This is an optimization exercise on Yosys and OpenROAD, whose aim is small area, a short achievable clock period and few clock cycles per item, not a production implementation.
Only simulation tests tie the RTL to the original design; equivalence was not proved.

// yuv2rgb
module yuv2rgb (
    input  wire       clk,
    input  wire       rst,
    input  wire       in_valid,
    output wire       in_ready,
    input  wire [7:0] in_y,
    input  wire [7:0] in_u,
    input  wire [7:0] in_v,
    output wire       out_valid,
    input  wire       out_ready,
    output wire [7:0] out_r,
    output wire [7:0] out_g,
    output wire [7:0] out_b,
    output wire [7:0] out_luma
);
    wire adv = out_ready | ~out_valid;
    reg       sk_v;
    reg [7:0] sk_y, sk_u, sk_v8;
    assign in_ready = ~sk_v;
    always @(posedge clk) begin
        if (rst) sk_v <= 1'b0;
        else if (adv) sk_v <= 1'b0;
        else if (in_valid) sk_v <= 1'b1;
        if (!sk_v) begin sk_y <= in_y; sk_u <= in_u; sk_v8 <= in_v; end
    end
    reg       s1_v;
    reg [7:0] s1_y, s1_u, s1_vv;
    always @(posedge clk) begin
        if (rst) s1_v <= 1'b0;
        else if (adv) s1_v <= sk_v | in_valid;
        if (adv) begin
            s1_y  <= sk_v ? sk_y  : in_y;
            s1_u  <= sk_v ? sk_u  : in_u;
            s1_vv <= sk_v ? sk_v8 : in_v;
        end
    end
wire qr_w1 = 1'b1 ^ ~s1_vv[7];
wire qr_w2 = 1'b1 & ~s1_vv[7];
wire qr_w3, qr_w4;
ha qr_w3_ha (.a(s1_y[0]), .b(s1_vv[5]), .s(qr_w3), .co(qr_w4));
  ...
For scale: roughly 110 flip-flops.
==> flow/config.mk <==
export PLATFORM = sky130hd
export DESIGN_NAME = yuv2rgb
export DESIGN_NICKNAME = yuv2rgb
export VERILOG_FILES = /design/flow/design.v
export SDC_FILE = /design/flow/constraint.sdc
export NUM_CORES = 4
export LEC_CHECK = 0
export CAP_MARGIN = 20
export CORE_MARGIN = 2
export CORE_UTILIZATION = 40
export SLEW_MARGIN = 20
export SYNTH_HIERARCHICAL = 1
export SYNTH_MINIMUM_KEEP_SIZE = 0
==> flow/constraint.sdc <==
create_clock -name core_clock -period 16.0 [get_ports {clk}]
set_input_delay 3.2000 -clock core_clock [delete_from_list [all_inputs] [get_ports {clk}]]
set_output_delay 3.2000 -clock core_clock [all_outputs]
set_load 0.01 [all_outputs]
standard.sh (not shown) runs the stock make flow with config.mk's settings and CLKGATE_MAP_FILE= SYNTH_SCRIPT=/design/flow/synth_recipe.tcl, a recipe that flattens the netlist after the stock synthesis.
==> flow/flow/run.sh <==
#!/bin/bash
# Standard ORFS layout (the standard.sh) with two changes in how it is made:
#  - the port buffers buffer_ports inserts are sky130_fd_sc_hd__buf_1 cells
#    (every input and output port still gets its own buffer);
#  - timing repair is asked to leave 11.0 ns of setup slack at the design's
#    16 ns clock, so the resizer works on the critical paths.
# Clock period, I/O constraints and all other steps are the standard ones.
set -euo pipefail
export BUFFER_PORTS_ARGS="-buffer_cell sky130_fd_sc_hd__buf_1"
bash standard.sh SETUP_SLACK_MARGIN=11.0 finish > standard_flow.log 2>&1
The first run passed the timing, design-rule and antenna checks.
Testbench counts at the start, summed over its fixed seeds: cycles 16,024, items 16,000.
Then changed:
==> flow/flow/run.sh (replaced) <==
#!/bin/bash
# Standard ORFS layout (the standard.sh) with these changes in how it is made:
#  - the port buffers buffer_ports inserts are sky130_fd_sc_hd__buf_1 cells
#    (every input and output port still gets its own buffer);
#  - clock tree synthesis runs with its standard options but without dummy loads;
#  - timing repair is asked to leave 11.4 ns of setup slack at the design's
#    16 ns clock, so the resizer works on the critical paths.
# Clock period, I/O constraints and all other steps are the standard ones.
set -euo pipefail
export BUFFER_PORTS_ARGS="-buffer_cell sky130_fd_sc_hd__buf_1"
export CTS_ARGS="-sink_clustering_enable -repair_clock_nets -dont_use_dummy_load"
bash standard.sh SETUP_SLACK_MARGIN=11.4 finish > standard_flow.log 2>&1
--- a/flow/config.mk
+++ b/flow/config.mk
@@ -8,5 +8,5 @@
 export CAP_MARGIN = 20
 export CORE_MARGIN = 2
-export CORE_UTILIZATION = 40
+export CORE_UTILIZATION = 55
 export SLEW_MARGIN = 20
 export SYNTH_HIERARCHICAL = 1
Result: Final area goes up by 1.5%. Global-route usage goes up by 9.8 points. Critical path depth goes down by 1. Area after synthesis is unchanged.
Then changed:
==> flow/flow/run.sh (replaced) <==
#!/bin/bash
# Standard ORFS layout (the standard.sh) with two changes in how it is made:
#  - the port buffers buffer_ports inserts are sky130_fd_sc_hd__buf_1 cells
#    (every input and output port still gets its own buffer);
#  - timing repair is asked to leave 11.0 ns of setup slack at the design's
#    16 ns clock, so the resizer works on the critical paths.
# Clock period, I/O constraints and all other steps are the standard ones.
set -euo pipefail
export BUFFER_PORTS_ARGS="-buffer_cell sky130_fd_sc_hd__buf_1"
bash standard.sh SETUP_SLACK_MARGIN=11.4 finish > standard_flow.log 2>&1
--- a/flow/config.mk
+++ b/flow/config.mk
@@ -8,5 +8,5 @@
 export CAP_MARGIN = 20
 export CORE_MARGIN = 2
-export CORE_UTILIZATION = 55
+export CORE_UTILIZATION = 40
 export SLEW_MARGIN = 20
 export SYNTH_HIERARCHICAL = 1
=> Area after synthesis does not change. Die area went up by 36%. Wire length went down by 9.4%. Cell count went up by 7.3%. Cell area is about the same. Global-route usage went down by 8.8 points. Worst setup slack barely changes.
Then changed:
--- a/flow/flow/run.sh
+++ b/flow/flow/run.sh
@@ -8,3 +8,3 @@
 set -euo pipefail
 export BUFFER_PORTS_ARGS="-buffer_cell sky130_fd_sc_hd__buf_1"
-bash standard.sh SETUP_SLACK_MARGIN=11.4 finish > standard_flow.log 2>&1
+bash standard.sh SETUP_SLACK_MARGIN=11.6 finish > standard_flow.log 2>&1
=>
- worst setup slack gets better by 0.074 ns
- wire length rose by 1.7%
- core utilization came out higher by 0.73 points
- sequential share of layout area is lower by 0.32 points
- clock skew is about the same
- non-clock buffer count went up by 18
- die area does not change
- final cell count is higher by 1.2%
- area after synthesis stays the same


job 125:
yuv2rgb, a different RTL version from the one above (not shown whole).
Size: roughly 960 cells after synthesis, roughly 62 I/O pins, ~0.012 mm2 of cells after synthesis.
clock: 16.0 ns
lec_check: 0
cap_margin: 20
core_margin: 2
core_utilization: 40
slew_margin: 20
synth_hierarchical: 1
synth_minimum_keep_size: 0
tns_end_percent: 0
==> flow/flow/run.sh <==
#!/bin/bash
# Standard ORFS layout (the standard.sh) with two changes in how it is made:
#  - the port buffers buffer_ports inserts are sky130_fd_sc_hd__buf_1 cells
#    (every input and output port still gets its own buffer);
#  - timing repair is asked to leave 11.0 ns of setup slack at the design's
#    16 ns clock, so the resizer works on the critical paths.
# Clock period, I/O constraints and all other steps are the standard ones.
set -euo pipefail
export BUFFER_PORTS_ARGS="-buffer_cell sky130_fd_sc_hd__buf_1"
bash standard.sh SETUP_SLACK_MARGIN=11.8 finish > standard_flow.log 2>&1
Job 125 ran to completion and came out clean on the timing, design-rule and antenna checks.
Testbench counts of job 125, summed over its fixed seeds: cycles 16,024, items 16,000.
Input-level comparison between job 3964 and job 125:
- TNS_END_PERCENT changed from 0 to 5
-- flow/flow/run.sh --
<<< job 125, line 8
set -euo pipefail
export BUFFER_PORTS_ARGS="-buffer_cell sky130_fd_sc_hd__buf_1"
bash standard.sh SETUP_SLACK_MARGIN=11.8 finish > standard_flow.log 2>&1
>>> job 3964, line 8
set -euo pipefail
export BUFFER_PORTS_ARGS="-buffer_cell sky130_fd_sc_hd__buf_1"
bash standard.sh SETUP_SLACK_MARGIN=12.0 finish > standard_flow.log 2>&1
==> run summary <==
Compared with job 125, job 3964 shows signed area change from the synthesized netlist to the final layout higher by 1.2 points.
Count of placed standard cells including taps essentially unchanged between job 3964 and job 125.
Between job 3964 and job 125, the wire length on met1 does not differ in any meaningful way.
Changes observed in job 3964 relative to job 125: critical path data required time +0.02 ns, post-route fraction of the period consumed by the critical path +0.17 points, highest fanout seen on the critical path -3.
Input-level comparison between job 3829 and job 3964:
- swapping 40 for 50 in CORE_UTILIZATION
- clearing TNS_END_PERCENT, which used to be 5
-- flow/flow/run.sh --
<<< job 3964, line 8
set -euo pipefail
export BUFFER_PORTS_ARGS="-buffer_cell sky130_fd_sc_hd__buf_1"
bash standard.sh SETUP_SLACK_MARGIN=12.0 finish > standard_flow.log 2>&1
>>> job 3829, line 8
set -euo pipefail
export BUFFER_PORTS_ARGS="-buffer_cell sky130_fd_sc_hd__buf_1"
bash standard.sh SETUP_SLACK_MARGIN=11.8 finish > standard_flow.log 2>&1
Findings:
Job 3829 completed end to end with timing, DRC and antenna clean. Job 3964 completed end to end with timing, DRC and antenna clean. Between job 3829 and job 3964, it is job 3829 whose critical path depth is lower, by 1. Net total in the final layout: job 3964 and job 3829 compared, lower one is job 3964. Hold slack deteriorates in job 3829 relative to job 3964. [compare] base=job 3964 new=job 3829: wire length on met1 rose about 4.6%, total iterations of the first detailed-routing run neither gained nor lost much, sequential cell area fraction in the yosys report saw little to no change. Diff job 3964 -> job 3829: first-iteration DRC count went up about 35%; total wirelength of the detailed-routed design held; length of routed met3 wiring went up about 17%; register-to-register slack went up 0.06 ns; non-clock buffer count went up 3.7%.
Setup changes, job 3829 to job 4991
- CORE_UTILIZATION changed from 50 to 40
[summary]
Diff job 4991..job 3829 | sequential portion of the cell area | negligible


== violet ==
Another version of the RTL of yuv2rgb (not shown whole).
For scale: ~1000 cells after synthesis, about 62 I/O pins, roughly 0.012 mm2 of cells after synthesis.
clock: 16.0 ns
lec_check: 0
cap_margin: 20
core_margin: 2
core_utilization: 40
slew_margin: 20
synth_hierarchical: 1
synth_minimum_keep_size: 0
tns_end_percent: 10
==> flow/flow/run.sh <==
#!/bin/bash
# Standard ORFS layout (the standard.sh) with these changes in how it is made:
#  - the port buffers buffer_ports inserts are sky130_fd_sc_hd__buf_1 cells
#    (every input and output port still gets its own buffer);
#  - clock tree synthesis runs with its standard options but without dummy loads;
#  - timing repair is asked to leave 11.6 ns of setup slack at the design's
#    16 ns clock, so the resizer works on the critical paths.
# Clock period, I/O constraints and all other steps are the standard ones.
# make's output goes to standard_flow.log; each ORFS step keeps its own log
# under orfs/logs/.
set -euo pipefail
export BUFFER_PORTS_ARGS="-buffer_cell sky130_fd_sc_hd__buf_1"
export CTS_ARGS="-sink_clustering_enable -repair_clock_nets -dont_use_dummy_load"
bash standard.sh SETUP_SLACK_MARGIN=11.6 finish > standard_flow.log 2>&1
Testbench counts of violet, summed over its fixed seeds: cycles 16,024, items 16,000.
## Diff of input files: fjord against violet
- changing CORE_UTILIZATION from 40 to 45
diff --git a/flow/flow/run.sh b/flow/flow/run.sh
--- a/flow/flow/run.sh
+++ b/flow/flow/run.sh
@@ -5,3 +5,3 @@
 #  - clock tree synthesis runs with its standard options but without dummy loads;
-#  - timing repair is asked to leave 11.6 ns of setup slack at the design's
+#  - timing repair is asked to leave 11.7 ns of setup slack at the design's
 #    16 ns clock, so the resizer works on the critical paths.
@@ -13,2 +13,2 @@
 export CTS_ARGS="-sink_clustering_enable -repair_clock_nets -dont_use_dummy_load"
-bash standard.sh SETUP_SLACK_MARGIN=11.6 finish > standard_flow.log 2>&1
+bash standard.sh SETUP_SLACK_MARGIN=11.7 finish > standard_flow.log 2>&1
==> comparison <==
The flow did not stop early for violet: all stages ran, and the layout cleared the timing, design-rule and antenna checks.
fjord ran to completion and came out clean on the timing, design-rule and antenna checks.
Going from violet to fjord, slew at the pin closest to its max-slew limit now smaller.
Side by side, cell area turned out lower in fjord than in violet.
Comparing violet with fjord, the register fraction of the total cell area came out essentially unchanged.
Delta(timing-limited maximum frequency, fjord - violet) < 0
What sierra does differently from fjord at the input level:
- swapping 45 for 40 in CORE_UTILIZATION
diff --git a/flow/flow/run.sh b/flow/flow/run.sh
--- a/flow/flow/run.sh
+++ b/flow/flow/run.sh
@@ -5,3 +5,3 @@
 #  - clock tree synthesis runs with its standard options but without dummy loads;
-#  - timing repair is asked to leave 11.7 ns of setup slack at the design's
+#  - timing repair is asked to leave 11.8 ns of setup slack at the design's
 #    16 ns clock, so the resizer works on the critical paths.
@@ -13,2 +13,2 @@
 export CTS_ARGS="-sink_clustering_enable -repair_clock_nets -dont_use_dummy_load"
-bash standard.sh SETUP_SLACK_MARGIN=11.7 finish > standard_flow.log 2>&1
+bash standard.sh SETUP_SLACK_MARGIN=11.8 finish > standard_flow.log 2>&1
## What came out
- On register-to-register setup slack: sierra sits above fjord.
- Re final number of max-transition violations: no difference whatsoever between fjord and sierra.
- The core of sierra is less densely filled than that of fjord.
- Delta (sierra minus fjord): maximum achievable frequency now larger; proportion of cell area spent on the clock network comparable.
Input changes introduced in harbor (baseline for comparison: sierra):
diff --git a/flow/flow/run.sh b/flow/flow/run.sh
--- a/flow/flow/run.sh
+++ b/flow/flow/run.sh
@@ -5,3 +5,3 @@
 #  - clock tree synthesis runs with its standard options but without dummy loads;
-#  - timing repair is asked to leave 11.8 ns of setup slack at the design's
+#  - timing repair is asked to leave 11.7 ns of setup slack at the design's
 #    16 ns clock, so the resizer works on the critical paths.
@@ -13,2 +13,2 @@
 export CTS_ARGS="-sink_clustering_enable -repair_clock_nets -dont_use_dummy_load"
-bash standard.sh SETUP_SLACK_MARGIN=11.8 finish > standard_flow.log 2>&1
+bash standard.sh SETUP_SLACK_MARGIN=11.7 finish > standard_flow.log 2>&1
==> comparison <==
- The final layouts of sierra and harbor pass the timing, design-rule and antenna checks.
- Compared with sierra, harbor shows a higher sequential share of layout area.

separate check: timing with driven ports:
The flow's constraints put no driver on any port. The routed layouts listed below were extracted and timed again, unchanged, in two steps.
Step 1, drivers: a clkbuf_16 drives clk and a buf_2 each remaining input, both assumed.
Step 2 moves the port delays by t, midway between the first and last clock arrival at a register: inputs arrive t later, outputs are due t later. That takes back most of the time a late clock gives input paths.
a / b / c = ideal ports / drivers / drivers and shift; a / b = the first two.
run | t, ns | setup WS [ns] | worst setup path after step 2 | clock arrival spread, ns | cell pins on the clock port's net
the first run of note 1 | 0.403 | 11.193 / 11.193 / 11.193 | register to register | 0.022 / 0.022 | 1
the second run of note 1 | 0.404 | 11.330 / 11.330 / 11.221 | input to register | 0.036 / 0.037 | 1
the third run of note 1 | 0.411 | 11.332 / 11.332 / 11.262 | input to register | 0.017 / 0.017 | 1
the fourth run of note 1 | 0.399 | 11.406 / 11.406 / 11.406 | register to register | 0.017 / 0.017 | 1
job 125 | 0.405 | 11.487 / 11.487 / 11.487 | register to register | 0.016 / 0.017 | 1
job 3964 | 0.397 | 11.460 / 11.460 / 11.374 | input to register | 0.011 / 0.011 | 1
job 3829 | 0.413 | 11.517 / 11.517 / 11.517 | register to register | 0.016 / 0.016 | 1
job 4991 | 0.410 | 11.513 / 11.513 / 11.513 | register to register | 0.013 / 0.013 | 1
violet | 0.394 | 11.694 / 11.694 / 11.484 | input to register | 0.033 / 0.034 | 1
fjord | 0.394 | 11.638 / 11.638 / 11.420 | input to register | 0.029 / 0.029 | 1
sierra | 0.393 | 11.721 / 11.721 / 11.486 | input to register | 0.032 / 0.033 | 1
harbor | 0.393 | 11.683 / 11.683 / 11.490 | input to register | 0.033 / 0.034 | 1
After both steps every run listed still meets setup and hold. The setup slack of sierra, which loses most, moves by 0.000 ns with the drivers and by -0.235 ns with both steps.
